Context: an optimization exercise on an open-source flow, tuned for small area, a short achievable clock period and few clock cycles per item. The choices shown serve that exercise and are no tape-out recipe. RTL that was checked went through simulation tests only; none was proved equivalent to the original. Function not checked in runs 1 to 3: the RTL went through the layout flow alone.

`design/flow/design.v`:
```
module echo_engine (
    input  wire        clk,
    input  wire        rst,         
    input  wire        cfg_we,
    input  wire [4:0]  cfg_addr,
    input  wire [31:0] cfg_wdata,
    output reg         cfg_err,     
    input  wire        in_valid,
    output wire        in_ready,
    input  wire [1:0]  in_op,       
    input  wire [15:0] in_data,
    output wire        out_valid,
    input  wire        out_ready,
    output wire [15:0] out_data
);
    localparam RING_DEPTH  = 64;
    localparam TABLE_DEPTH = 16;
    localparam OP_DELAY = 2'd0;
    localparam OP_TABLE = 2'd1;
    localparam OP_PRBS  = 2'd2;
    localparam OP_NOISE = 2'd3;
    localparam A_CAPACITY    = 5'd0;
    localparam A_NOISE_LEVEL = 5'd1;
    localparam A_LFSR        = 5'd2;
    localparam A_LCG_SEED    = 5'd3;
    localparam A_TABLE_LEN   = 5'd4;
    localparam A_RESTART     = 5'd5;
    localparam A_LCGSTEP     = 5'd6;
    function [30:0] rotl;
        input [30:0] v;
        input integer n;
        begin
            rotl = (v << n) | (v >> (31 - n));
        end
    endfunction
    function [61:0] csa;     
        input [30:0] x, y, z;
        reg [30:0] c;
        begin
            c   = (x & y) | (x & z) | (y & z);
            csa = {x ^ y ^ z, c[29:0], c[30]};
        end
    endfunction
    function [38:0] lcg_next;    
        input [30:0] t;
        input [7:0]  k;
        reg [30:0] sp0, sp1, sp2, s, c, tn;
        reg [61:0] l1a, l1b, l1c, l2a, l2b, l3;
        reg [7:0]  kn;
        reg [4:0]  blk;
        integer j;
        begin
            sp0 = {k[4], k[6], k[5], k[5], k[3], k[5], k[4], k[4], k[2], k[4], k[3], k[3], k[1], k[3], k[2], k[2], k[0], k[2], k[1], k[7], k[2], k[1], k[0], k[6], k[1], k[7], k[7], k[5], k[7], k[6], k[6]};
            sp1 = {k[7], k[7], k[7], 1'b0, k[6], k[6], k[6], 1'b0, k[5], k[5], k[5], 1'b0, k[4], k[4], k[4], 1'b0, k[3], k[3], k[3], k[1], 1'b0, k[2], k[2], k[0], 1'b0, k[0], k[1], 1'b0, k[0], k[0], k[0]};
            sp2 = {1'b0, 1'b0, 1'b0, 1'b0, 1'b0, 1'b0, 1'b0, 1'b0, 1'b0, 1'b0, 1'b0, 1'b0, 1'b0, 1'b0, 1'b0, 1'b0, 1'b0, 1'b0, 1'b0, 1'b0, 1'b0, 1'b0, 1'b0, 1'b0, 1'b0, k[1], 1'b0, 1'b0, 1'b0, 1'b0, 1'b0};
            l1a = csa(rotl(t, 14), rotl(t, 9), ~rotl(t, 7));
            l1b = csa(rotl(t, 5),  rotl(t, 3), ~t);
            l1c = csa(sp0, sp1, sp2);
            l2a = csa(l1a[61:31], l1a[30:0], l1b[61:31]);
            l2b = csa(l1b[30:0],  l1c[61:31], l1c[30:0]);
            l3  = csa(l2a[61:31], l2a[30:0], l2b[61:31]);
            {s, c} = csa(l3[61:31], l3[30:0], l2b[30:0]);
            for (j = 0; j < 7; j = j + 1) begin
                blk = {1'b0, s[4*j +: 4]} + {1'b0, c[4*j +: 4]};
                tn[4*j +: 4] = blk[3:0];
                kn[j + 1] = blk[4];
            end
            blk = {2'b0, s[30:28]} + {2'b0, c[30:28]};
            tn[30:28] = blk[2:0];
            kn[0] = blk[3];
            lcg_next = {tn, kn};
        end
    endfunction
    function [30:0] add_eac;
        input [30:0] x, y;
        reg [30:0] p, g, gp, pp, gn, pn, c;
        integer n, d;
        begin
            p  = x ^ y;
            g  = x & y;
            gp = g;
            pp = p;
            for (d = 1; d < 31; d = d * 2) begin
                gn = gp;
                pn = pp;
                for (n = d; n < 31; n = n + 1) begin
                    gn[n] = gp[n] | (pp[n] & gp[n-d]);
                    pn[n] = pp[n] & pp[n-d];
                end
                gp = gn;
                pp = pn;
            end
            c[0] = gp[30];
            for (n = 1; n < 31; n = n + 1)
                c[n] = gp[n-1] | (pp[n-1] & gp[30]);
            add_eac = p ^ c;
        end
    endfunction
    function [30:0] kvec;    
        input [7:0] k;
        integer j;
        begin
            kvec = 31'd0;
            for (j = 0; j < 8; j = j + 1)
                kvec[4*j] = k[j];
        end
    endfunction
    reg cfg_ok;
    always @(*) begin
        cfg_ok = 1'b0;
        if (cfg_addr[4])
            cfg_ok = 1'b1;                                     
        else case (cfg_addr)
            A_CAPACITY:    cfg_ok = cfg_wdata >= 32'd1 && cfg_wdata <= RING_DEPTH;
            A_NOISE_LEVEL: cfg_ok = cfg_wdata >= 32'd1 && cfg_wdata <= 32'd32767;
            A_LFSR:        cfg_ok = cfg_wdata[15:0] != 16'd0;
            A_LCG_SEED:    cfg_ok = cfg_wdata >= 32'd1 && cfg_wdata <= 32'd2147483646;
            A_TABLE_LEN:   cfg_ok = cfg_wdata >= 32'd1 && cfg_wdata <= TABLE_DEPTH;
            A_RESTART:     cfg_ok = 1'b1;
            A_LCGSTEP:     cfg_ok = 1'b1;
            default:       cfg_ok = 1'b0;
        endcase
    end
    wire cfg_do = cfg_we && cfg_ok;
    wire wr_cap     = cfg_do && cfg_addr == A_CAPACITY;
    wire wr_nl      = cfg_do && cfg_addr == A_NOISE_LEVEL;
    wire wr_lfsr    = cfg_do && cfg_addr == A_LFSR;
    wire wr_seed    = cfg_do && cfg_addr == A_LCG_SEED;
    wire wr_tlen    = cfg_do && cfg_addr == A_TABLE_LEN;
    wire wr_lcgstep = cfg_do && cfg_addr == A_LCGSTEP;
    wire ring_clear = cfg_do && (cfg_addr == A_CAPACITY ||
                                 (cfg_addr == A_RESTART && cfg_wdata[0]));
    wire tidx_clear = cfg_do && (cfg_addr == A_TABLE_LEN ||
                                 (cfg_addr == A_RESTART && cfg_wdata[2]));
    reg        rdy;
    reg        a_valid;
    reg        a_delay;        
    reg        a_table;        
    reg        a_prbs;         
    reg        a_noise;        
    reg [15:0] a_x;
    reg        v0, v1, v2;
    reg [15:0] q0, q1, q2;
    assign in_ready  = rdy;
    assign out_valid = v0;
    assign out_data  = q0;
    wire fire = in_valid && rdy;
    wire take = v0 && out_ready;
    wire push = a_valid;
    wire v0_n = take ? (v1 | push)        : (v0 | push);
    wire v1_n = take ? (v2 | (v1 & push)) : (v1 | (v0 & push));
    wire v2_n = take ? (v2 & push)        : (v2 | (v1 & push));
    reg [5:0]  last;           
    reg [5:0]  cnt;            
    reg        full;           
    reg [15:0] s32 [0:31];
    reg [15:0] s16 [0:15];
    reg [15:0] s8  [0:7];
    reg [15:0] s4  [0:3];
    reg [15:0] s2  [0:1];
    reg [15:0] s1;
    reg [15:0] dl;
    reg [3:0]  tlast;          
    reg [3:0]  tidx;
    reg [15:0] tab [0:TABLE_DEPTH-1];
    reg [TABLE_DEPTH-1:0] tvalid;    
    reg [14:0] noise_level;
    reg [15:0] lfsr;
    reg [30:0] lcg_t;          
    reg [7:0]  lcg_k;          
    reg        lcg_owed;       
    wire [15:0] rd = dl;
    wire [16:0] delay_sum = {a_x[15], a_x} + {rd[15], rd};
    reg  [15:0] delay_out;
    always @(*) begin
        if (delay_sum[16] == delay_sum[15])
            delay_out = delay_sum[15:0];
        else if (delay_sum[16])
            delay_out = 16'h8000;
        else
            delay_out = 16'h7FFF;
    end
    wire [15:0] c5 = last[5] ? s32[31] : a_x;
    wire [15:0] c4 = last[4] ? s16[15] : c5;
    wire [15:0] c3 = last[3] ? s8[7]   : c4;
    wire [15:0] c2 = last[2] ? s4[3]   : c3;
    wire [15:0] c1 = last[1] ? s2[1]   : c2;
    wire [15:0] c0 = last[0] ? s1      : c1;
    wire        full_next = full || cnt == last;
    wire [15:0] table_out = tvalid[tidx] ? tab[tidx] : 16'd0;
    wire [3:0]  tidx_next = (tidx == tlast) ? 4'd0 : tidx + 4'd1;
    wire        prbs_fb   = lfsr[15] ^ lfsr[14] ^ lfsr[3] ^ lfsr[1];
    wire [15:0] lfsr_next = {lfsr[14:0], prbs_fb};
    wire [15:0] prbs_out  = prbs_fb ? {1'b0, noise_level} : -{1'b0, noise_level};
    wire [38:0] lcg_step  = lcg_next(lcg_t, lcg_k);
    wire [30:0] lcg_val   = add_eac(lcg_t, kvec(lcg_k));
    wire [15:0] noise_out = {{4{~lcg_val[30]}}, lcg_val[29:18]};
    reg [15:0] result;
    always @(*) begin
        if (a_table)
            result = table_out;
        else if (a_prbs)
            result = prbs_out;
        else if (a_noise)
            result = noise_out;
        else
            result = delay_out;
    end
    integer i;
    always @(posedge clk) begin
        a_x  <= in_data;
        q0 <= take ? (v1 ? q1 : result) : (v0 ? q0 : result);
        q1 <= take ? (v2 ? q2 : result) : (v1 ? q1 : result);
        q2 <= (v2 && !take) ? q2 : result;
        if (a_delay) begin
            s32[0] <= a_x;
            for (i = 1; i < 32; i = i + 1) s32[i] <= s32[i-1];
            s16[0] <= c5;
            for (i = 1; i < 16; i = i + 1) s16[i] <= s16[i-1];
            s8[0] <= c4;
            for (i = 1; i < 8; i = i + 1) s8[i] <= s8[i-1];
            s4[0] <= c3;
            for (i = 1; i < 4; i = i + 1) s4[i] <= s4[i-1];
            s2[0] <= c2;
            s2[1] <= s2[0];
            s1 <= c1;
        end
        for (i = 0; i < TABLE_DEPTH; i = i + 1)
            if (cfg_do && cfg_addr == 5'd16 + i)
                tab[i] <= cfg_wdata[15:0];
    end
    always @(posedge clk) begin
        if (rst) begin
            rdy         <= 1'b1;
            a_valid     <= 1'b0;
            a_delay     <= 1'b0;
            a_table     <= 1'b0;
            a_prbs      <= 1'b0;
            a_noise     <= 1'b0;
            v0          <= 1'b0;
            v1          <= 1'b0;
            v2          <= 1'b0;
            cfg_err     <= 1'b0;
            last        <= 6'd0;
            cnt         <= 6'd0;
            full        <= 1'b0;
            dl          <= 16'd0;
            tlast       <= 4'd0;
            tidx        <= 4'd0;
            tvalid      <= {TABLE_DEPTH{1'b0}};
            noise_level <= 15'd1;
            lfsr        <= 16'h0001;
            lcg_t       <= 31'd16807;
            lcg_k       <= 8'd0;
            lcg_owed    <= 1'b0;
        end else begin
            cfg_err <= cfg_we && !cfg_ok;
            a_valid <= fire;
            a_delay <= fire && in_op == OP_DELAY;
            a_table <= fire && in_op == OP_TABLE;
            a_prbs  <= fire && in_op == OP_PRBS;
            a_noise <= fire && in_op == OP_NOISE;
            v0 <= v0_n;
            v1 <= v1_n;
            v2 <= v2_n;
            rdy <= fire ? !v1_n : !v2_n;
            if (a_delay) begin
                full <= full_next;
                dl   <= full_next ? c0 : 16'd0;
                if (!full)
                    cnt <= cnt + 6'd1;
            end
            if (a_table)
                tidx <= tidx_next;
            if (a_prbs)
                lfsr <= lfsr_next;
            if (wr_seed) begin
                lcg_t    <= cfg_wdata[30:0];
                lcg_k    <= 8'd0;
                lcg_owed <= 1'b1;
            end else begin
                if (a_noise || lcg_owed || wr_lcgstep)
                    {lcg_t, lcg_k} <= lcg_step;
                lcg_owed <= wr_lcgstep && (a_noise || lcg_owed);
            end
            if (wr_cap)
                last <= cfg_wdata[5:0] - 6'd1;
            if (wr_nl)
                noise_level <= cfg_wdata[14:0];
            if (wr_lfsr)
                lfsr <= cfg_wdata[15:0];
            if (wr_tlen)
                tlast <= cfg_wdata[3:0] - 4'd1;
            if (ring_clear) begin
                cnt  <= 6'd0;
                full <= 1'b0;
                dl   <= 16'd0;
            end
            if (tidx_clear)
                tidx <= 4'd0;
            for (i = 0; i < TABLE_DEPTH; i = i + 1)
                if (cfg_do && cfg_addr == 5'd16 + i)
                    tvalid[i] <= 1'b1;
        end
    end
endmodule
```
`design/flow/flow/run.sh`:
```
#!/bin/bash
set -euo pipefail
MARGIN=$(cat flow/margin.txt)
bash standard.sh SETUP_SLACK_MARGIN=$MARGIN finish > flow_make.log 2>&1
```
`design/flow/flow/margin.txt`:
```
6.0
```
`design/flow/standard.sh`:
```
#!/bin/bash
# synth_recipe.tcl (not shown) runs the flow's synth.tcl, then flattens the netlist and writes it again
# the make line also repeats each setting of config.mk as NAME=value (left out here)
make -C /OpenROAD-flow-scripts/flow DESIGN_CONFIG=/design/flow/config.mk WORK_HOME=/design/flow/orfs CLKGATE_MAP_FILE= SYNTH_SCRIPT=/design/flow/synth_recipe.tcl "${@:-finish}"
```
`design/flow/config.mk`:
```
export PLATFORM = sky130hd
export DESIGN_NAME = echo_engine
export DESIGN_NICKNAME = echo_engine
export VERILOG_FILES = /design/flow/design.v
export SDC_FILE = /design/flow/constraint.sdc
export NUM_CORES = 4
export LEC_CHECK = 0
export CAP_MARGIN = 20
export CORE_MARGIN = 2
export CORE_UTILIZATION = 40
export CTS_CLUSTER_DIAMETER = 70
export CTS_CLUSTER_SIZE = 24
export PLACE_DENSITY = 0.6
export SLEW_MARGIN = 20
```
`design/flow/constraint.sdc`:
```
create_clock -name core_clock -period 10.5 [get_ports {clk}]
set_input_delay 2.1000 -clock core_clock [delete_from_list [all_inputs] [get_ports {clk}]]
set_output_delay 2.1000 -clock core_clock [all_outputs]
set_load 0.01 [all_outputs]
```
==> results.json, run 1 <==
{
  "maxCapViolCount": 0,
  "ys_seq_elements": 1462,
  "clock-sinks": 1462,
  "dp_hpwl_microns": 74800,
  "initial_core_util": 0.404,
  "tns_ns": 0,
  "drc": 0,
  "synth.area.top_cells": "edfxtp_1 68%, fa_1 6.6%, dfxtp_1 5.8%, inv_1 2.1%, ha_1 2.0%",
  "crit_path_max_incr_delay_ns": 0.53,
  "synthesis.instances": 3442,
  "arrival_ns": 5.01,
  "required_ns": 11.13,
  "yosysTopAreaCellShare": 0.678,
  "tritoncts": "built",
  "port_buffers": 78,
  "wire_per_inst_microns": 21.6,
  "relSlewSlack": 0.284,
  "critPathBufInv": 6,
  "yosysWarnings": 7,
  "crit_slowest_cell": "fa_1",
  "die-area_sq_um": 146000,
  "synth_cell_types": 97,
  "synth_top_area_cell": "edfxtp_1",
  "drv_slew": 0,
  "synth.cell_area_sq_um": 57400,
  "nets": 3937,
  "finalCriticalPeriod_ns": 4.39,
  "grt_pass1_vias": 28300,
  "rsz0062_at_grt": "yes",
  "cpLargestDelayFamily": "adder cells",
  "multi_input_area_sq_um": 13500,
  "critical_path_class": "reg -> reg",
  "grt_first_pass_wirelength_microns": 180000,
  "synth_ff_type": "edfxtp_1",
  "wl_met3_microns": 7400,
  "core_region_area_sq_um": 142000,
  "insertion_delay_ns": 0.75,
  "hold_buffers": 0,
  "finalWeightedCongestion": 0.863,
  "fin_worst_skew_ns": 0.0590,
  "htreeDepth": 3,
  "setup_viol": 0,
  "drt_wl_total_microns": 120000,
  "ios": 79,
  "grt_use_total": 0.162,
  "async_flop_share": 0,
  "die-width_microns": 383,
  "numCtsBuffers": 90,
  "ant_nets": 0,
  "ys_seq_area_frac": 0.736,
  "finalHoldViolations": 0,
  "tightest_slew_ns": 1.07,
  "regArea_sq_um": 42300,
  "cts_root_buf": "clkbuf_16",
  "top_layer": "met5",
  "critPathCaptureType": "register",
  "clock_path_buffers": 3,
  "hold_path_class": "reg -> reg",
  "fin_hold_ws_ns": 0.400,
  "syn_nets": 3782,
  "viasPerCell": 5.23,
  "layout-drive-gt1-share": 0.115,
  "grt_max_degree": 214,
  "drtIter0Drc": 2943,
  "antenna_found_initial": 12,
  "avgSynthCellArea_sq_um": 16.7,
  "num-fill-cells": 12400,
  "synth_edf_count": 1296,
  "overflow": 0,
  "vias": 29100,
  "period_share": 0.418,
  "cp_max_fo": 14,
  "wl_met2_microns": 54300,
  "die_h_microns": 383,
  "areaGrowthSynthToFinish_pct": 11.9,
  "synth_common_cells": "1,296 x edfxtp_1, 328 x inv_1, 203 x nor2_1",
  "status": "complete, no violations",
  "wl_met1_microns": 55500,
  "clk_pin_slew_ns": 0.09,
  "cp-start-kind": "register",
  "dr.pass1.iters": 5,
  "fmax_mhz": 228,
  "cp_cell_sequence": "buf_4 -> inv_1 -> fa_1 -> inv_1 -> fa_1 -> inv_1 -> fa_1 -> inv_1 -> fa_1 -> ha_1 -> inv_1 -> fa_1 -> xor2_1 -> nor2_1 -> a211oi_1 -> nor3_1",
  "synth.most_common_cell": "edfxtp_1",
  "rows": 138
}
path summary, 6_finish.rpt:
path	depth (start not counted)	slack, ns	endpoint	startpoint
setup / recovery	16	6.11	lcg_t[30]	lcg_t[19]
hold / removal	0	0.40	s32[5][9]	s32[4][9]
setup reg to reg	16	6.11	lcg_t[30]	lcg_t[19]
hold reg to reg	0	0.40	s32[5][9]	s32[4][9]
stage by stage:
stage | setup slack (ns) | instances | area [sq um] | utilization
global route | 5.85 | 5554 | 64200 | 0.452
CTS | 5.95 | 5524 | 63700 | 0.449
global placement | 4.53 | 5359 | 60600 | 0.427
detailed placement | 4.44 | 5359 | 60600 | 0.427
floorplan | 0.328 | 3442 | 57400 | -
finish | 6.11 | 5556 | 64200 | 0.452
cells in the final DEF, fill, tap and decap left out, types with 18 or more instances in the layout:
| cell type | synthesis | routed |
|---|---|---|
| a211oi_1 | 49 | 47 |
| a21oi_1 | 76 | 76 |
| a221oi_1 | 33 | 33 |
| a22o_1 | 32 | 32 |
| a22oi_1 | 47 | 47 |
| a31oi_1 | 21 | 21 |
| buf_4 | 1 | 89 |
| clkbuf_16 | 0 | 92 |
| clkdlybuf4s50_1 | 0 | 67 |
| dfxtp_1 | 166 | 142 |
| edfxtp_1 | 1296 | 1296 |
| fa_1 | 188 | 188 |
| ha_1 | 92 | 91 |
| inv_1 | 328 | 318 |
| mux2_2 | 86 | 86 |
| mux2i_1 | 57 | 57 |
| nand2_1 | 99 | 98 |
| nand3_1 | 30 | 29 |
| nand4_1 | 35 | 35 |
| nor2_1 | 203 | 197 |
| nor2b_1 | 19 | 18 |
| nor3_1 | 64 | 62 |
| nor4_1 | 25 | 24 |
| o211ai_1 | 21 | 21 |
| o21ai_0 | 48 | 48 |
| xnor2_1 | 29 | 29 |
| xor2_1 | 25 | 25 |
sequential cells by signal (all words and copies together), names as in the netlist, 31 cells and up:
signal,cells
s2,32
s32,512
s16,256
s4,64
lcg_t,31
tab,256
s8,128
area by class of cell:
class / instances / share of cell area
Tap cell: 1890 / 0.0368
Sequential cell: 1462 / 0.659
Multi-Input combinational cell: 1529 / 0.210
Inverter: 331 / 0.0199
Timing Repair Buffer: 183 / 0.0274
Antenna cell: 2 / 0.0000779
Clock inverter: 56 / 0.0112
Clock buffer: 103 / 0.0363
routing by layer:
metal  vias up  track usage
met1     14900        0.240
met3       207       0.0286
met4        16       0.0444
met5         -            0
met2       842        0.247
li1      13100            -
logic make-up after synthesis:
group,count (synthesis),share of synthesized area
buffers and inverters,451,0.0306
DFF,1462,0.736
muxes,146,0.0280
and+or+nand+nor,564,0.0489
AOI/OAI and AO/OA,484,0.0620
adders and majority gates,281,0.0859
xor gates and xnor gates,54,0.00824
repair_timing:
item                                    CTS  global route
pin swaps                                 1             6
gates cloned                              0             2
endpoints found under the setup margin   99            87
gates resized for setup                  27            53
setup buffers                             6            25
==> inputs of run 2 (changes only) <==
==> design/flow/flow/margin.txt (replaced) <==
6.6
==> run 2 against run 1 <==
  * Cell area rose by 3.2%
  * Still clean
  * Highest routed layer unchanged
  * Register-to-register slack improved by 0.25 ns
  * Sequential cell count did not move
  * Utilization rose by 1.4 points
  * Cell count rose by 2.2%
==> results.json, run 2 <==
{
  "die_h_microns": 383,
  "numCtsBuffers": 85,
  "layout-drive-gt1-share": 0.185,
  "grt_use_total": 0.171,
  "hold_depth": 0,
  "rsz0062_at_grt": "yes",
  "critPathCaptureType": "register",
  "yosysWarnings": 7,
  "antenna_found_initial": 6,
  "drv_slew": 0,
  "overflow": 0,
  "tightest_slew_ns": 1.31,
  "num-fill-cells": 12200,
  "finalHoldViolations": 0,
  "areaGrowthSynthToFinish_pct": 15.5,
  "tns_ns": 0,
  "hold_end": "s32[7][14]",
  "clk_pin_slew_ns": 0.09,
  "grt_pass1_vias": 29000,
  "finalWeightedCongestion": 0.857,
  "die-width_microns": 383,
  "status": "complete, no violations",
  "final_common_cell": "edfxtp_1",
  "reg_top3": "s32 x512, s16 x256, tab x256",
  "ys_seq_area_frac": 0.736,
  "synth_edf_count": 1296,
  "cp_max_fo": 3,
  "largest_register_ffs": 512,
  "port_buffers": 78,
  "ios": 79,
  "rr_worst_depth": 16,
  "wire_per_inst_microns": 22.3,
  "cts_root_buf": "clkbuf_16",
  "fin_worst_skew_ns": 0.0437,
  "maxCapViolCount": 0,
  "cp-start-kind": "register",
  "period_share": 0.394,
  "timing.rr.start": "lcg_t[12]",
  "dp_hpwl_microns": 76200,
  "required_ns": 11.06,
  "hold_path_class": "reg -> reg",
  "critical_path_class": "reg -> reg",
  "synth_ff_type": "edfxtp_1",
  "initial_core_util": 0.404,
  "grt_max_degree": 188,
  "r2r-end": "lcg_t[23]",
  "synth.area.top_cells": "edfxtp_1 68%, fa_1 6.6%, dfxtp_1 5.8%, inv_1 2.1%, ha_1 2.0%",
  "setup_viol": 0,
  "ys_seq_elements": 1462,
  "htreeDepth": 3,
  "grt_first_pass_wirelength_microns": 188000,
  "top_register": "s32",
  "viasPerCell": 5.25,
  "insertion_delay_ns": 0.73,
  "ant_nets": 0,
  "drtIter0Drc": 3049,
  "drc": 0,
  "async_flop_share": 0,
  "finalCriticalPeriod_ns": 4.14,
  "dr.pass1.iters": 5,
  "nets": 4051,
  "drt_wl_total_microns": 127000,
  "rows": 138,
  "hold_buffers": 0,
  "fmax_mhz": 242,
  "multi_input_area_sq_um": 14200,
  "core_region_area_sq_um": 142000,
  "synth.most_common_cell": "edfxtp_1",
  "relSlewSlack": 0.116,
  "final_cell_mix": "1,296 x edfxtp_1, 266 x inv_1, 197 x nor2_1",
  "synthesis.instances": 3442,
  "synth_cell_types": 97,
  "ff2ff_setup_slack_ns": 6.36,
  "syn_nets": 3782,
  "vias": 29800,
  "arrival_ns": 4.70,
  "clock-sinks": 1462,
  "tritoncts": "built",
  "synth_common_cells": "1,296 x edfxtp_1, 328 x inv_1, 203 x nor2_1",
  "synth.cell_area_sq_um": 57400,
  "regArea_sq_um": 42400,
  "avgSynthCellArea_sq_um": 16.7,
  "synth_top_area_cell": "edfxtp_1",
  "die-area_sq_um": 146000,
  "yosysTopAreaCellShare": 0.678,
  "min_from": "s32[6][14]",
  "clock_path_buffers": 3
}
run 2: changes by cell type in the layout (fill, tap and decap cells not counted), sizes merged, moves of 4 or more:
cell           delta
clkinvlp          +7
bufbuf           +10
clkdlybuf4s15     +8
buf             +117
clkdlybuf4s50    -44
clkbuf           +20
inv              -14
clkinv           -13
dlygate4sd2      +29
diode             +4
run 2: critical path, stage by stage (launching register included):
cell and delay, ns:
dfxtp_2 0.32, buf_6 0.13, buf_4 0.14, buf_6 0.12, fa_1 0.51, inv_1 0.06, fa_1 0.54, fa_1 0.46
fa_1 0.55, inv_1 0.05, ha_1 0.26, a21o_1 0.17, a21oi_2 0.17, xor2_2 0.18, nor2_2 0.09, a211oi_2 0.19
nor3_1 0.07
run 2: cell families (layout without fill, tap and decap cells):
family,Yosys count,in the layout,share of synthesized area
flip-flops,1462,1462,0.736
adder cells (fa/ha/maj),281,281,0.0859
XOR/XNOR,54,54,0.00824
buffers and inverters,451,788,0.0306
multiplexers,146,146,0.0280
AO/OA/AOI/OAI,484,486,0.0620
AND/OR/NAND/NOR,564,566,0.0489
other,0,6,0
run 2: layout make-up:
type / instances / share of cell area
sequential: 1462 / 0.639
multi-input combinational: 1533 / 0.214
timing repair buffer: 298 / 0.0477
clock buffer: 125 / 0.0359
tap: 1890 / 0.0357
inverter: 331 / 0.0200
clock inverter: 34 / 0.00714
antenna: 6 / 0.000227
run 2: worst max path at each step:
stage / depth (start not counted) / startpoint / end
finish: 16 / lcg_t[12] / lcg_t[23]
global route: 16 / lcg_t[25] / lcg_t[27]
CTS: 16 / lcg_t[17] / lcg_t[27]
detailed placement: 11 / cfg_wdata[1] / noise_level[3]
global placement: 11 / cfg_wdata[1] / noise_level[1]
floorplan: 6 / a_delay / cnt[5]
run 2: routing by layer:
| layer | up-vias | share of wire | GRT usage |
|---|---|---|---|
| met5 | - | 0.00013 | 0 |
| met4 | 2 | 0.031 | 0.0519 |
| met3 | 209 | 0.060 | 0.0272 |
| met2 | 871 | 0.45 | 0.258 |
| met1 | 15400 | 0.46 | 0.255 |
| li1 | 13400 | - | - |
run 2: metrics by stage:
stage                     cell area (sq um)  std cells  hold WS, ns   util  setup WS (ns)
after floorplan                       57400       3442        0.400      -          0.328
after global placement                60700       5362        0.401  0.427           4.17
after detailed placement              60700       5362        0.405  0.427           4.12
after CTS                             65600       5638        0.385  0.462           6.36
after global routing                  66200       5673        0.392  0.467           6.22
final                                 66300       5679        0.395  0.467           6.36
run 2: what timing repair did:
item / in CTS / in global routing
gates resized for setup: 382 / 101
pin swaps: 140 / 83
hold endpoints to repair: 0 / 0
buffers inserted: 105 / 29
cloned: 12 / 4
setup endpoints to repair: 131 / 128
==> inputs of run 3 (changes only) <==
--- a/design/flow/config.mk
+++ b/design/flow/config.mk
@@ -10,4 +10,4 @@
 export CORE_UTILIZATION = 40
-export CTS_CLUSTER_DIAMETER = 70
-export CTS_CLUSTER_SIZE = 24
+export CTS_CLUSTER_DIAMETER = 60
+export CTS_CLUSTER_SIZE = 32
 export PLACE_DENSITY = 0.6
==> run 3 against run 2 <==
  * Via count decreased by 0.19%
  * Critical endpoint is now lcg_t[27]
  * Still clean
  * Sequential cell count unchanged
  * Utilization increased by 0.50 points
  * Clock skew decreased by 0.011 ns
==> results.json, run 3 <==
{
  "largest_register_ffs": 512,
  "drtIter0Drc": 3283,
  "clock_path_buffers": 3,
  "relSlewSlack": 0.299,
  "required_ns": 11.09,
  "synth_cell_types": 97,
  "finalCriticalPeriod_ns": 4.17,
  "ios": 79,
  "antenna_found_initial": 6,
  "grt_first_pass_wirelength_microns": 188000,
  "status": "complete, no violations",
  "final_common_cell": "edfxtp_1",
  "setup_viol": 0,
  "wl_met3_microns": 8940,
  "top_layer": "met5",
  "fin_worst_skew_ns": 0.0328,
  "synth_ff_type": "edfxtp_1",
  "drt_wl_total_microns": 127000,
  "async_flop_share": 0,
  "areaGrowthSynthToFinish_pct": 16.7,
  "die-width_microns": 383,
  "final_cell_mix": "1,296 x edfxtp_1, 271 x inv_1, 198 x nor2_1",
  "yosysWarnings": 7,
  "top_register": "s32",
  "maxCapViolCount": 0,
  "synth_edf_count": 1296,
  "ys_seq_elements": 1462,
  "num-fill-cells": 12100,
  "grt_pass1_vias": 29000,
  "tns_ns": 0,
  "wl_met2_microns": 56900,
  "hold_path_class": "reg -> reg",
  "arrival_ns": 4.76,
  "tightest_slew_ns": 1.05,
  "cpLargestDelayFamily": "adder cells",
  "syn_nets": 3782,
  "synth.cell_area_sq_um": 57400,
  "fin_hold_ws_ns": 0.402,
  "grt_max_degree": 188,
  "cp_cell_sequence": "clkinvlp_4 -> buf_6 -> fa_1 -> inv_2 -> fa_1 -> inv_2 -> fa_1 -> fa_1 -> inv_1 -> ha_1 -> a21o_1 -> a21oi_4 -> xor2_4 -> nor2_4 -> a211oi_2 -> nor3_1",
  "dr.pass1.iters": 6,
  "layout-drive-gt1-share": 0.195,
  "insertion_delay_ns": 0.73,
  "tritoncts": "built",
  "cts_root_buf": "clkbuf_16",
  "htreeDepth": 3,
  "crit_slowest_cell": "fa_1",
  "clock-sinks": 1462,
  "finalHoldViolations": 0,
  "grt_use_total": 0.171,
  "die_h_microns": 383,
  "fmax_mhz": 240,
  "rsz0062_at_grt": "yes",
  "wl_met1_microns": 57100,
  "cp-start-kind": "register",
  "synth.most_common_cell": "edfxtp_1",
  "synth_common_cells": "1,296 x edfxtp_1, 328 x inv_1, 203 x nor2_1",
  "avgSynthCellArea_sq_um": 16.7,
  "critPathBufInv": 5,
  "synth_top_area_cell": "edfxtp_1",
  "critPathCaptureType": "register",
  "drc": 0,
  "core_region_area_sq_um": 142000,
  "period_share": 0.397,
  "critical_path_class": "reg -> reg",
  "vias": 29700,
  "nets": 4049,
  "wire_per_inst_microns": 22.3,
  "finalWeightedCongestion": 0.857,
  "cp_max_fo": 2,
  "crit_path_max_incr_delay_ns": 0.55,
  "cp_common_cell": "fa_1",
  "viasPerCell": 5.23,
  "final_core_util": 0.472,
  "rows": 138,
  "yosysTopAreaCellShare": 0.678,
  "numCtsBuffers": 100,
  "clk_pin_slew_ns": 0.09,
  "overflow": 0,
  "die-area_sq_um": 146000,
  "hold_buffers": 0,
  "initial_core_util": 0.404,
  "dp_hpwl_microns": 76200,
  "ant_nets": 0,
  "synthesis.instances": 3442,
  "ys_seq_area_frac": 0.736,
  "drv_slew": 0,
  "port_buffers": 78,
  "synth.area.top_cells": "edfxtp_1 68%, fa_1 6.6%, dfxtp_1 5.8%, inv_1 2.1%, ha_1 2.0%",
  "reg_top3": "s32 x512, s16 x256, tab x256"
}
## run 3: cell count changes in the layout (fill, tap and decap cells not counted), moves of 4 or more
cell | previous run | this run
clkbuf_1 | 32 | 2
clkbuf_16 | 87 | 105
buf_4 | 147 | 137
bufinv_16 | 1 | 10
clkinv_4 | 2 | 9
clkinv_8 | 5 | 12
inv_8 | 6 | 13
clkbuf_8 | 6 | 1
inv_1 | 266 | 271
clkinv_2 | 2 | 6
clkinvlp_4 | 23 | 27
## run 3: cell families after synthesis
kind of cell             count (synthesis)  synth area share
AND/OR/NAND/NOR                        564            0.0489
adder cells (fa/ha/maj)                281            0.0859
XOR/XNOR                                54           0.00824
buffers and inverters                  451            0.0306
multiplexers                           146            0.0280
flip-flops                            1462             0.736
AO/OA/AOI/OAI                          484            0.0620
## run 3: path summary, 6_finish.rpt
path	from	endpoint	slack (ns)	cells past startpoint
setup / recovery	lcg_t[16]	lcg_t[27]	6.33	16
hold reg to reg	s32[6][14]	s32[7][14]	0.40	0
setup reg to reg	lcg_t[16]	lcg_t[27]	6.33	16
hold / removal	s32[6][14]	s32[7][14]	0.40	0
## run 3: repair_timing
item                       in CTS  in global routing
pin swaps                     125                 85
resized for setup             360                110
gates cloned                    8                  5
setup endpoints to repair     132                128
buffers inserted               97                 25
## run 3: area by class of cell
type	count	area, sq um	share of cell area
flip-flops and latches	1462	42400	0.633
repair buffers	282	2930	0.0438
inverters	331	1320	0.0197
clock buffers	106	2600	0.0388
well taps	1890	2360	0.0353
multi-input cells	1532	14200	0.212
diodes	3	7.51	0.000112
clock inverters	83	1220	0.0182
## run 3: per-stage QoR
stage | setup WS (ns) | instance area, sq um | std cells
2_1_floorplan | 0.328 | 57400 | 3442
3_3_place_gp | 4.17 | 60700 | 5362
3_5_place_dp | 4.12 | 60700 | 5362
4_1_cts | 6.37 | 66300 | 5656
5_1_grt | 6.22 | 67000 | 5686
6_report | 6.33 | 67000 | 5689
## run 3: worst register-to-register path, cell delays in order, from the launching register on
cell and delay (ns):
dfxtp_4 0.38, clkinvlp_4 0.11, buf_6 0.13, fa_1 0.54
inv_2 0.04, fa_1 0.55, inv_2 0.05, fa_1 0.47
fa_1 0.55, inv_1 0.05, ha_1 0.26, a21o_1 0.19
a21oi_4 0.21, xor2_4 0.23, nor2_4 0.08, a211oi_2 0.17
nor3_1 0.07
## run 3: per-layer routing
layer | up-vias | track usage
met5 | - | 0
met4 | 2 | 0.0547
met3 | 233 | 0.0358
met2 | 944 | 0.257
met1 | 15200 | 0.250
li1 | 13400 | -
==> inputs of run 4 (changes only) <==
--- a/design/flow/design.v
+++ b/design/flow/design.v
@@ -123,13 +123,26 @@
     end
-    wire cfg_do = cfg_we && cfg_ok;
-    wire wr_cap     = cfg_do && cfg_addr == A_CAPACITY;
-    wire wr_nl      = cfg_do && cfg_addr == A_NOISE_LEVEL;
-    wire wr_lfsr    = cfg_do && cfg_addr == A_LFSR;
-    wire wr_seed    = cfg_do && cfg_addr == A_LCG_SEED;
-    wire wr_tlen    = cfg_do && cfg_addr == A_TABLE_LEN;
-    wire wr_lcgstep = cfg_do && cfg_addr == A_LCGSTEP;
-    wire ring_clear = cfg_do && (cfg_addr == A_CAPACITY ||
-                                 (cfg_addr == A_RESTART && cfg_wdata[0]));
-    wire tidx_clear = cfg_do && (cfg_addr == A_TABLE_LEN ||
-                                 (cfg_addr == A_RESTART && cfg_wdata[2]));
+    wire seed_ok    = !cfg_wdata[31] && cfg_wdata[30:0] != 31'd0 &&
+                      cfg_wdata[30:0] != 31'h7FFF_FFFF;                  
+    wire wr_seed    = cfg_we && cfg_addr == A_LCG_SEED && seed_ok;
+    wire wr_lcgstep = cfg_we && cfg_addr == A_LCGSTEP;
+    reg        d_we;
+    reg [4:0]  d_addr;
+    reg [15:0] d_wdata;
+    reg        d_z31_16;       
+    reg        d_z15_7;        
+    wire d_nz6_0  = d_wdata[6:0] != 7'd0;
+    wire d_ok_cap = d_z31_16 && d_z15_7 && d_nz6_0 &&
+                    !(d_wdata[6] && d_wdata[5:0] != 6'd0);             
+    wire d_ok_nl  = d_z31_16 && !d_wdata[15] && d_wdata[14:0] != 15'd0;  
+    wire d_ok_lfsr = d_wdata != 16'd0;
+    wire d_ok_tlen = d_z31_16 && d_z15_7 && d_wdata[6:5] == 2'd0 &&
+                     d_wdata[4:0] != 5'd0 && !(d_wdata[4] && d_wdata[3:0] != 4'd0);  
+    wire d_cfg   = d_we && !d_addr[4];
+    wire d_wr_cap     = d_cfg && d_addr[3:0] == 4'd0 && d_ok_cap;
+    wire d_wr_nl      = d_cfg && d_addr[3:0] == 4'd1 && d_ok_nl;
+    wire d_wr_lfsr    = d_cfg && d_addr[3:0] == 4'd2 && d_ok_lfsr;
+    wire d_wr_tlen    = d_cfg && d_addr[3:0] == 4'd4 && d_ok_tlen;
+    wire d_ring_clear = d_wr_cap || (d_cfg && d_addr[3:0] == 4'd5 && d_wdata[0]);
+    wire d_tidx_clear = d_wr_tlen || (d_cfg && d_addr[3:0] == 4'd5 && d_wdata[2]);
+    wire d_wr_table   = d_we && d_addr[4];
     reg        rdy;
@@ -227,5 +240,9 @@
         end
+        d_addr   <= cfg_addr;
+        d_wdata  <= cfg_wdata[15:0];
+        d_z31_16 <= cfg_wdata[31:16] == 16'd0;
+        d_z15_7  <= cfg_wdata[15:7] == 9'd0;
         for (i = 0; i < TABLE_DEPTH; i = i + 1)
-            if (cfg_do && cfg_addr == 5'd16 + i)
-                tab[i] <= cfg_wdata[15:0];
+            if (d_wr_table && d_addr[3:0] == i)
+                tab[i] <= d_wdata;
     end
@@ -243,2 +260,3 @@
             cfg_err     <= 1'b0;
+            d_we        <= 1'b0;
             last        <= 6'd0;
@@ -257,2 +275,3 @@
             cfg_err <= cfg_we && !cfg_ok;
+            d_we    <= cfg_we;
             a_valid <= fire;
@@ -285,11 +304,11 @@
             end
-            if (wr_cap)
-                last <= cfg_wdata[5:0] - 6'd1;
-            if (wr_nl)
-                noise_level <= cfg_wdata[14:0];
-            if (wr_lfsr)
-                lfsr <= cfg_wdata[15:0];
-            if (wr_tlen)
-                tlast <= cfg_wdata[3:0] - 4'd1;
-            if (ring_clear) begin
+            if (d_wr_cap)
+                last <= d_wdata[5:0] - 6'd1;
+            if (d_wr_nl)
+                noise_level <= d_wdata[14:0];
+            if (d_wr_lfsr)
+                lfsr <= d_wdata;
+            if (d_wr_tlen)
+                tlast <= d_wdata[3:0] - 4'd1;
+            if (d_ring_clear) begin
                 cnt  <= 6'd0;
@@ -298,6 +317,6 @@
             end
-            if (tidx_clear)
+            if (d_tidx_clear)
                 tidx <= 4'd0;
             for (i = 0; i < TABLE_DEPTH; i = i + 1)
-                if (cfg_do && cfg_addr == 5'd16 + i)
+                if (d_wr_table && d_addr[3:0] == i)
                     tvalid[i] <= 1'b1;
==> design/flow/flow/run.sh (replaced) <==
#!/bin/bash
set -euo pipefail
MARGIN=$(cat flow/margin.txt)
bash standard.sh SETUP_SLACK_MARGIN=$MARGIN \
  "CTS_ARGS=-sink_clustering_enable -repair_clock_nets -sink_clustering_size 24 -sink_clustering_max_diameter 70 -dont_use_dummy_load" \
  finish > flow_make.log 2>&1
--- a/design/flow/config.mk
+++ b/design/flow/config.mk
@@ -10,4 +10,4 @@
 export CORE_UTILIZATION = 40
-export CTS_CLUSTER_DIAMETER = 60
-export CTS_CLUSTER_SIZE = 32
+export CTS_CLUSTER_DIAMETER = 70
+export CTS_CLUSTER_SIZE = 24
 export PLACE_DENSITY = 0.6
==> run 4 against run 3 <==
  * Still clean
  * Non-clock buffer count decreased by 53
  * Clock skew increased by 0.064 ns
  * Die area increased by 1.1%
  * Routed wire length decreased by 6.9%
  * Register-to-register slack improved by 0.14 ns
==> results.json, run 4 <==
{
  "die_h_microns": 385,
  "ant_nets": 0,
  "cp_max_fo": 4,
  "dr.pass1.iters": 6,
  "fin_worst_skew_ns": 0.0967,
  "ys_seq_elements": 1486,
  "tns_ns": 0,
  "synth_cell_types": 93,
  "maxCapViolCount": 0,
  "syn_nets": 3863,
  "drv_slew": 0,
  "ios": 79,
  "synth_top_area_cell": "edfxtp_1",
  "clock_path_buffers": 3,
  "htreeDepth": 3,
  "die-area_sq_um": 148000,
  "rsz0062_at_grt": "yes",
  "areaGrowthSynthToFinish_pct": 12.2,
  "viasPerCell": 5.20,
  "finalCriticalPeriod_ns": 4.03,
  "hold_buffers": 0,
  "synth.cell_area_sq_um": 58000,
  "fin_hold_ws_ns": 0.331,
  "grt_first_pass_wirelength_microns": 179000,
  "initial_core_util": 0.403,
  "layout-drive-gt1-share": 0.154,
  "tritoncts": "built",
  "vias": 29300,
  "synth.area.top_cells": "edfxtp_1 67%, dfxtp_1 6.6%, fa_1 6.5%, inv_1 2.2%, ha_1 1.9%",
  "drt_wl_total_microns": 118000,
  "final_common_cell": "edfxtp_1",
  "fmax_mhz": 248,
  "hold_path_class": "reg -> reg",
  "finalWeightedCongestion": 0.870,
  "numCtsBuffers": 89,
  "regArea_sq_um": 42900,
  "avgSynthCellArea_sq_um": 16.5,
  "synth_ff_type": "edfxtp_1",
  "insertion_delay_ns": 0.72,
  "dp_hpwl_microns": 71200,
  "tightest_slew_ns": 1.07,
  "antenna_found_initial": 2,
  "required_ns": 11.02,
  "port_buffers": 78,
  "grt_pass1_vias": 28600,
  "drc": 0,
  "final_cell_mix": "1,296 x edfxtp_1, 279 x inv_1, 240 x nor2_1",
  "cts_root_buf": "clkbuf_16",
  "largest_register_ffs": 512,
  "yosysTopAreaCellShare": 0.671,
  "synth_common_cells": "1,296 x edfxtp_1, 336 x inv_1, 240 x nor2_1",
  "grt_max_degree": 202,
  "die-width_microns": 385,
  "multi_input_area_sq_um": 14100,
  "cp-start-kind": "register",
  "num-fill-cells": 12400,
  "relSlewSlack": 0.290,
  "setup_viol": 0,
  "synth_edf_count": 1296,
  "status": "complete, no violations",
  "reg_top3": "s32 x512, s16 x256, tab x256",
  "finalHoldViolations": 0,
  "top_register": "s32",
  "drtIter0Drc": 2730,
  "async_flop_share": 0,
  "overflow": 0,
  "final_core_util": 0.452,
  "grt_use_total": 0.159,
  "period_share": 0.383,
  "yosysWarnings": 7,
  "clock-sinks": 1486,
  "core_region_area_sq_um": 144000,
  "synth.most_common_cell": "edfxtp_1",
  "ys_seq_area_frac": 0.737,
  "arrival_ns": 4.55,
  "critical_path_class": "reg -> reg",
  "nets": 4069,
  "critPathCaptureType": "register",
  "rows": 139,
  "synthesis.instances": 3525,
  "wire_per_inst_microns": 21.0,
  "clk_pin_slew_ns": 0.09
}
## run 4: cell families after synthesis
group,Yosys count,synth area share
flip-flops,1486,0.737
buffers and inverters,453,0.0300
XOR/XNOR,62,0.00936
adder cells (fa/ha/maj),280,0.0846
multiplexers,173,0.0345
AND/OR/NAND/NOR,585,0.0464
AO/OA/AOI/OAI,486,0.0585
## run 4: final cells by class
cell class	instances	share of cell area
inverter	339	0.0207
multi-input combinational	1586	0.217
tap	1903	0.0366
antenna	1	0.0000385
clock buffer	89	0.0342
sequential	1486	0.659
timing repair buffer	229	0.0329
## run 4: final timing paths
| path | from | to | slack [ns] | cells after the start |
|---|---|---|---|---|
| hold / removal | s32[6][7] | s32[7][7] | 0.33 | 0 |
| hold reg to reg | s32[6][7] | s32[7][7] | 0.33 | 0 |
| setup / recovery | lcg_t[24] | lcg_t[11] | 6.47 | 17 |
| setup reg to reg | lcg_t[24] | lcg_t[11] | 6.47 | 17 |
## run 4: metrics by stage
stage | cells | setup slack [ns] | cell area [sq um]
after floorplan | 3525 | 0.332 | 58100
after global placement | 5445 | 5.21 | 61200
after detailed placement | 5445 | 5.11 | 61200
after CTS | 5608 | 6.41 | 64400
after global routing | 5632 | 6.34 | 65000
final | 5633 | 6.47 | 65100
## run 4: what timing repair did
item                                    4_1_cts  5_1_grt
hold endpoints to repair                      0        0
resized for setup                           144      136
endpoints found under the setup margin       59       62
pin swaps                                    73       90
buffers inserted                             74       23
## run 4: worst max-delay path, cell delays in order, from the launching register on
cell,delay (ns)
dfxtp_4,0.37
clkinvlp_4,0.15
buf_4,0.17
fa_1,0.52
inv_2,0.05
fa_2,0.54
inv_2,0.04
fa_2,0.51
inv_1,0.06
fa_2,0.38
ha_2,0.20
buf_4,0.13
a21o_1,0.16
a21oi_1,0.17
xor2_1,0.16
nand2_1,0.08
o21ai_0,0.11
a211oi_1,0.10
## run 4: routing by layer
layer / global-route usage / vias up / part of all wire
met3: 0.0280 / 193 / 0.057
met2: 0.233 / 798 / 0.43
li1: - / 13300 / -
met4: 0.0446 / 0 / 0.029
met1: 0.244 / 15000 / 0.48
met5: 0 / - / 0
Testbench counts of run 4, summed over its fixed seeds: cycles 32,976, items 32,000.
==> inputs of run 5 (changes only) <==
==> design/flow/flow/run.sh (replaced) <==
#!/bin/bash
set -euo pipefail
MARGIN=$(cat flow/margin.txt)
bash standard.sh SETUP_SLACK_MARGIN=$MARGIN finish > flow_make.log 2>&1
==> run 5 against run 4 <==
  * Cell count is 1.4% higher
  * Critical path type unchanged
  * Die area stayed put
  * Still clean on timing, DRC and antenna
  * Hold slack improved by 0.056 ns
  * Register-to-register slack hardly changed
  * Utilization rose by 0.69 points
  * Non-clock buffer count increased by 9
==> results.json, run 5 <==
{
  "dp_hpwl_microns": 71200,
  "cp_cell_sequence": "clkinvlp_4 -> buf_4 -> buf_6 -> fa_1 -> inv_1 -> fa_2 -> fa_1 -> inv_1 -> fa_1 -> ha_2 -> fa_2 -> nand2_1 -> a311oi_2",
  "status": "complete, no violations",
  "ys_seq_area_frac": 0.737,
  "grt_first_pass_wirelength_microns": 180000,
  "viasPerCell": 5.19,
  "hold_path_class": "reg -> reg",
  "insertion_delay_ns": 0.73,
  "fin_ws_ns": 6.47,
  "tns_ns": 0,
  "period_share": 0.384,
  "wire_per_inst_microns": 20.9,
  "syn_nets": 3863,
  "htreeDepth": 3,
  "clock_path_buffers": 3,
  "fin_worst_skew_ns": 0.0362,
  "finalWeightedCongestion": 0.870,
  "synthesis.instances": 3525,
  "cp-start-kind": "register",
  "avgSynthCellArea_sq_um": 16.5,
  "drc": 0,
  "nets": 4078,
  "layout-drive-gt1-share": 0.172,
  "crit_slowest_cell": "fa_1",
  "required_ns": 11.10,
  "cp_common_cell": "fa_1",
  "drv_slew": 0,
  "hold_end": "s32[7][7]",
  "grt_max_degree": 202,
  "tritoncts": "built",
  "timing.rr.start": "lcg_t[20]",
  "final_area_sq_um": 66000,
  "crit_path_max_incr_delay_ns": 0.56,
  "critPathCaptureType": "register",
  "clock-sinks": 1486,
  "die-area_sq_um": 148000,
  "antenna_found_initial": 3,
  "core_region_area_sq_um": 144000,
  "die-width_microns": 385,
  "cp_max_fo": 3,
  "top_register": "s32",
  "reg_top3": "s32 x512, s16 x256, tab x256",
  "hold_buffers": 0,
  "critical_path_class": "reg -> reg",
  "fin_hold_ws_ns": 0.387,
  "synth_cell_types": 93,
  "min_from": "s32[6][7]",
  "rows": 139,
  "final_cell_mix": "1,296 x edfxtp_1, 270 x inv_1, 240 x nor2_1",
  "port_buffers": 78,
  "rsz0062_at_grt": "yes",
  "drtIter0Drc": 2761,
  "cts_root_buf": "clkbuf_16",
  "finalCriticalPeriod_ns": 4.03,
  "arrival_ns": 4.63,
  "yosysWarnings": 7,
  "setup_viol": 0,
  "finalHoldViolations": 0,
  "synth_ff_type": "edfxtp_1",
  "dr.pass1.iters": 6,
  "ios": 79,
  "largest_register_ffs": 512,
  "overflow": 0,
  "maxCapViolCount": 0,
  "rr_worst_depth": 13,
  "ys_seq_elements": 1486,
  "tightest_slew_ns": 1.10,
  "synth_top_area_cell": "edfxtp_1",
  "dp_slack_ns": 5.11,
  "final_common_cell": "edfxtp_1",
  "areaGrowthSynthToFinish_pct": 13.9,
  "dpl-instance-area_sq_um": 61200,
  "fmax_mhz": 248,
  "r2r-end": "lcg_t[29]",
  "synth_edf_count": 1296,
  "synth.cell_area_sq_um": 58000,
  "initial_core_util": 0.403,
  "drt_wl_total_microns": 119000,
  "hold_depth": 0,
  "ff2ff_setup_slack_ns": 6.47,
  "die_h_microns": 385,
  "synth_common_cells": "1,296 x edfxtp_1, 336 x inv_1, 240 x nor2_1",
  "grt_use_total": 0.160,
  "numCtsBuffers": 89,
  "clk_pin_slew_ns": 0.09,
  "synth.area.top_cells": "edfxtp_1 67%, dfxtp_1 6.6%, fa_1 6.5%, inv_1 2.2%, ha_1 1.9%",
  "grt_pass1_vias": 28600,
  "synth.most_common_cell": "edfxtp_1",
  "yosysTopAreaCellShare": 0.671,
  "relSlewSlack": 0.266,
  "ant_nets": 0,
  "async_flop_share": 0,
  "final_core_util": 0.459,
  "vias": 29700
}
run 5: critical path, delay by kind of cell, from the launching register on:
kind	cells	cell delay, ns
buffers and inverters	5	0.53
AOI/OAI and AO/OA	1	0.29
and+or+nand+nor	1	0.09
adders and majority gates	6	2.64
DFF	1	0.37
run 5: per-layer routing:
layer,global-route usage,vias to the layer above,routed length [microns]
met4,0.0426,0,3110
met5,0,-,0
met3,0.0284,178,6310
met2,0.235,821,52600
met1,0.244,15300,57300
li1,-,13400,-
run 5: how the worst max path moves through the flow:
stage	from	cells after the start	endpoint
floorplan	a_delay	6	cnt[5]
global placement	cfg_wdata[15]	10	lcg_k[5]
detailed placement	cfg_wdata[15]	10	lcg_k[5]
CTS	lcg_t[27]	16	lcg_t[7]
global route	lcg_t[29]	17	lcg_t[7]
finish	lcg_t[20]	13	lcg_t[29]
run 5: layout make-up:
type / instances / area (sq um)
multi-input combinational: 1586 / 14100
sequential: 1486 / 42900
tap: 1903 / 2380
clock inverter: 53 / 744
fill: 12400 / 77800
antenna: 1 / 2.50
timing repair buffer: 238 / 2250
clock buffer: 105 / 2320
inverter: 339 / 1350
run 5: per-stage QoR:
stage / cells
floorplan: 3525
global placement: 5445
detailed placement: 5445
CTS: 5680
global route: 5710
finish: 5711
run 5: repair_timing:
item,in CTS,in global routing
buffers inserted,77,29
gates resized for setup,193,118
endpoints found under the setup margin,61,64
cloned,0,1
pin swaps,97,84
run 5: logic make-up (layout without fill, tap and decap cells):
| family | after synthesis | after routing | synth area share |
|---|---|---|---|
| XOR/XNOR | 62 | 62 | 0.00936 |
| adder cells (fa/ha/maj) | 280 | 280 | 0.0846 |
| AO/OA/AOI/OAI | 486 | 486 | 0.0585 |
| flip-flops | 1486 | 1486 | 0.737 |
| other | 0 | 1 | 0 |
| AND/OR/NAND/NOR | 585 | 585 | 0.0464 |
| buffers and inverters | 453 | 735 | 0.0300 |
| multiplexers | 173 | 173 | 0.0345 |
==> inputs of run 6 (changes only) <==
--- a/design/flow/design.v
+++ b/design/flow/design.v
@@ -49,3 +49,3 @@
         reg [7:0]  kn;
-        reg [4:0]  blk;
+        reg [30:0] bg, bp, bc;
         integer j;
@@ -62,10 +62,20 @@
             {s, c} = csa(l3[61:31], l3[30:0], l2b[30:0]);
-            for (j = 0; j < 7; j = j + 1) begin
-                blk = {1'b0, s[4*j +: 4]} + {1'b0, c[4*j +: 4]};
-                tn[4*j +: 4] = blk[3:0];
-                kn[j + 1] = blk[4];
+            bg = s & c;
+            bp = s ^ c;
+            for (j = 0; j < 8; j = j + 1) begin
+                bc[4*j] = 1'b0;
+                if (4*j + 1 < 31)
+                    bc[4*j+1] = bg[4*j];
+                if (4*j + 2 < 31)
+                    bc[4*j+2] = bg[4*j+1] | (bp[4*j+1] & bg[4*j]);
+                if (4*j + 3 < 31)
+                    bc[4*j+3] = bg[4*j+2] | (bp[4*j+2] & bg[4*j+1]) |
+                                (bp[4*j+2] & bp[4*j+1] & bg[4*j]);
             end
-            blk = {2'b0, s[30:28]} + {2'b0, c[30:28]};
-            tn[30:28] = blk[2:0];
-            kn[0] = blk[3];
+            for (j = 0; j < 7; j = j + 1)
+                kn[j + 1] = bg[4*j+3] | (bp[4*j+3] & bg[4*j+2]) |
+                            (bp[4*j+3] & bp[4*j+2] & bg[4*j+1]) |
+                            (bp[4*j+3] & bp[4*j+2] & bp[4*j+1] & bg[4*j]);
+            kn[0] = bg[30] | (bp[30] & bg[29]) | (bp[30] & bp[29] & bg[28]);
+            tn = bp ^ bc;
             lcg_next = {tn, kn};
@@ -125,3 +135,3 @@
                       cfg_wdata[30:0] != 31'h7FFF_FFFF;                  
-    wire wr_seed    = cfg_we && cfg_addr == A_LCG_SEED && seed_ok;
+    wire wr_seed_addr = cfg_we && cfg_addr == A_LCG_SEED;
     wire wr_lcgstep = cfg_we && cfg_addr == A_LCGSTEP;
@@ -223,2 +233,16 @@
     always @(posedge clk) begin
+        if (rst || wr_seed_addr) begin
+            if (rst || seed_ok) begin
+                lcg_t    <= rst ? 31'd1 : cfg_wdata[30:0];
+                lcg_k    <= 8'd0;
+                lcg_owed <= 1'b1;
+            end else
+                lcg_owed <= lcg_owed || a_noise;
+        end else begin
+            if (a_noise || lcg_owed || wr_lcgstep)
+                {lcg_t, lcg_k} <= lcg_step;
+            lcg_owed <= wr_lcgstep && (a_noise || lcg_owed);
+        end
+    end
+    always @(posedge clk) begin
         a_x  <= in_data;
@@ -270,5 +294,2 @@
             lfsr        <= 16'h0001;
-            lcg_t       <= 31'd16807;
-            lcg_k       <= 8'd0;
-            lcg_owed    <= 1'b0;
         end else begin
@@ -295,11 +316,2 @@
                 lfsr <= lfsr_next;
-            if (wr_seed) begin
-                lcg_t    <= cfg_wdata[30:0];
-                lcg_k    <= 8'd0;
-                lcg_owed <= 1'b1;
-            end else begin
-                if (a_noise || lcg_owed || wr_lcgstep)
-                    {lcg_t, lcg_k} <= lcg_step;
-                lcg_owed <= wr_lcgstep && (a_noise || lcg_owed);
-            end
             if (d_wr_cap)
==> run 6 against run 5 <==
  * Still clean
  * Sequential share of layout area is 0.78 points higher
  * Hold slack better by 0.018 ns
  * Global-route usage is 0.28 points lower
  * Critical path type unchanged
  * Largest cell class unchanged
  * Highest routed layer is now met5
==> results.json, run 6 <==
{
  "ios": 79,
  "synth.most_common_cell": "edfxtp_1",
  "dp_hpwl_microns": 71000,
  "cts_root_buf": "clkbuf_16",
  "tightest_slew_ns": 1.13,
  "overflow": 0,
  "rsz0062_at_grt": "yes",
  "rows": 139,
  "cp-start-kind": "register",
  "die_h_microns": 383,
  "clock-sinks": 1486,
  "status": "complete, no violations",
  "numCtsBuffers": 90,
  "synth.area.top_cells": "edfxtp_1 70%, fa_1 6.5%, dfxtp_1 5.3%, inv_1 2.0%, ha_1 2.0%",
  "finalCriticalPeriod_ns": 4.09,
  "relSlewSlack": 0.246,
  "layout-drive-gt1-share": 0.170,
  "required_ns": 10.96,
  "largest_register_ffs": 512,
  "yosysTopAreaCellShare": 0.697,
  "cp_max_fo": 4,
  "setup_viol": 0,
  "viasPerCell": 5.13,
  "synth.cell_area_sq_um": 57500,
  "finalHoldViolations": 0,
  "tritoncts": "built",
  "critPathCaptureType": "register",
  "final_common_cell": "edfxtp_1",
  "ys_seq_area_frac": 0.750,
  "drt_wl_total_microns": 116000,
  "die-area_sq_um": 147000,
  "finalWeightedCongestion": 0.852,
  "port_buffers": 78,
  "drv_slew": 0,
  "dp_slack_ns": 5.52,
  "drtIter0Drc": 2829,
  "antenna_found_initial": 1,
  "hold_buffers": 0,
  "critical_path_class": "reg -> reg",
  "avgSynthCellArea_sq_um": 17.5,
  "fin_ws_ns": 6.41,
  "synth_ff_type": "edfxtp_1",
  "ys_seq_elements": 1486,
  "top_register": "s32",
  "insertion_delay_ns": 0.72,
  "areaGrowthSynthToFinish_pct": 14.2,
  "tns_ns": 0,
  "dr.pass1.iters": 6,
  "final_core_util": 0.459,
  "synth_cell_types": 98,
  "antenna_cells": 0,
  "maxCapViolCount": 0,
  "die-width_microns": 383,
  "num-fill-cells": 12100,
  "grt_pass1_vias": 27300,
  "htreeDepth": 3,
  "initial_core_util": 0.402,
  "grt_max_degree": 224,
  "async_flop_share": 0,
  "vias": 28200,
  "synth_common_cells": "1,335 x edfxtp_1, 310 x inv_1, 199 x nor2_1",
  "core_region_area_sq_um": 143000,
  "final_cell_mix": "1,335 x edfxtp_1, 256 x inv_1, 195 x nor2_1",
  "grt_use_total": 0.157,
  "period_share": 0.390,
  "nets": 3873,
  "yosysWarnings": 7,
  "synth_edf_count": 1335,
  "drc": 0,
  "synth_top_area_cell": "edfxtp_1",
  "ant_nets": 0,
  "arrival_ns": 4.55,
  "clock_path_buffers": 3,
  "fin_worst_skew_ns": 0.0288,
  "wire_per_inst_microns": 21.1,
  "fmax_mhz": 244,
  "clk_pin_slew_ns": 0.08,
  "synthesis.instances": 3281,
  "reg_top3": "s32 x512, s16 x256, tab x256",
  "grt_first_pass_wirelength_microns": 174000,
  "syn_nets": 3619,
  "hold_path_class": "reg -> reg"
}
==> run 6: cell count changes after synthesis, moves of 34 or more <==
cell / previous run / this run
nand2_1: 139 / 75
a22o_1: 23 / 71
o21ai_0: 75 / 29
nor2_1: 240 / 199
dfxtp_1: 190 / 151
edfxtp_1: 1296 / 1335
mux2_2: 93 / 55
mux2_4: 0 / 34
==> run 6: area by class of cell <==
| class | count | area, sq um | share of cell area |
|---|---|---|---|
| inverter | 312 | 1200 | 0.0183 |
| sequential | 1486 | 43100 | 0.657 |
| multi-input combinational | 1393 | 13400 | 0.205 |
| timing repair buffer | 252 | 2370 | 0.0361 |
| clock inverter | 51 | 706 | 0.0107 |
| tap | 1903 | 2380 | 0.0363 |
| clock buffer | 112 | 2450 | 0.0373 |
==> run 6: final timing paths <==
check,start,endpoint,slack [ns],depth (start not counted)
worst max-delay path,lcg_t[25],lcg_t[2],6.41,12
worst min-delay path,s16[1][8],s16[2][8],0.40,0
worst max register to register,lcg_t[25],lcg_t[2],6.41,12
worst min register to register,s16[1][8],s16[2][8],0.40,0
==> run 6: routing by layer <==
layer	wire [microns]	global-route usage
met5	9	0
met4	2420	0.0353
met3	7430	0.0305
met2	51800	0.235
met1	54800	0.237
==> run 6: kinds of logic (layout without fill, tap and decap cells) <==
logic type	count (synthesis)	in the layout	share of synthesized area
flops	1486	1486	0.750
compound gates	461	461	0.0604
simple gates	428	428	0.0348
buf+inv	402	727	0.0271
fa+ha+maj	280	280	0.0854
mux	151	151	0.0316
xor+xnor	73	73	0.0111
==> run 6: per-stage QoR <==
stage | cells | cell area [sq um] | hold slack (ns)
5_1_grt | 5509 | 65700 | 0.408
3_5_place_dp | 5220 | 60800 | 0.405
4_1_cts | 5483 | 65200 | 0.406
3_3_place_gp | 5220 | 60800 | 0.400
2_1_floorplan | 3281 | 57600 | 0.400
6_report | 5509 | 65700 | 0.405
==> run 6: what timing repair did <==
action,in CTS,in global routing
gates cloned,3,0
pin swaps,108,74
resized for setup,140,79
buffers inserted,97,24
endpoints found under the setup margin,105,89
==> run 6: critical path: stages (launching register included) <==
cell and delay [ns]:
edfxtp_1 0.47, clkinvlp_4 0.13, buf_6 0.15, buf_4 0.15, fa_1 0.55, fa_1 0.45, fa_2 0.57, inv_1 0.05
fa_2 0.38, ha_4 0.19, fa_2 0.40, xor2_2 0.17, a22o_1 0.18
Testbench counts of run 6, summed over its fixed seeds: cycles 32,976, items 32,000.

## re-timing with driven ports
How much do the figures lean on ideal ports? The routed layouts below were timed once more, with nothing changed but the port constraints.
Step 1: set_driving_cell puts a clkbuf_16 on clk and a buf_2 on each other input, an assumption about the parent block.
Step 2 adds t to the input delays and takes it off the output delays; t is the mean of the earliest and latest rising clock arrival at the registers after step 1. Input paths then give back, and output paths get back, about the clock's delay inside the block.
Three values: no drivers, after step 1, after step 2; two values: the first two.
run	t (ns)	setup slack, ns	worst register clock-pin slew, ns
run 1	0.796	6.114 / 6.114 / 5.405	0.10 / 0.10
run 2	0.788	6.363 / 6.363 / 5.627	0.10 / 0.10
run 3	0.790	6.330 / 6.330 / 5.708	0.10 / 0.10
run 4	0.754	6.474 / 6.474 / 5.856	0.09 / 0.09
run 5	0.788	6.472 / 6.472 / 5.892	0.09 / 0.09
run 6	0.775	6.408 / 6.408 / 5.833	0.10 / 0.10
After both steps setup and hold are still met in every run listed. For run 2, which loses most, drivers alone change the setup slack by 0.000 ns; drivers and shift together by -0.736 ns.
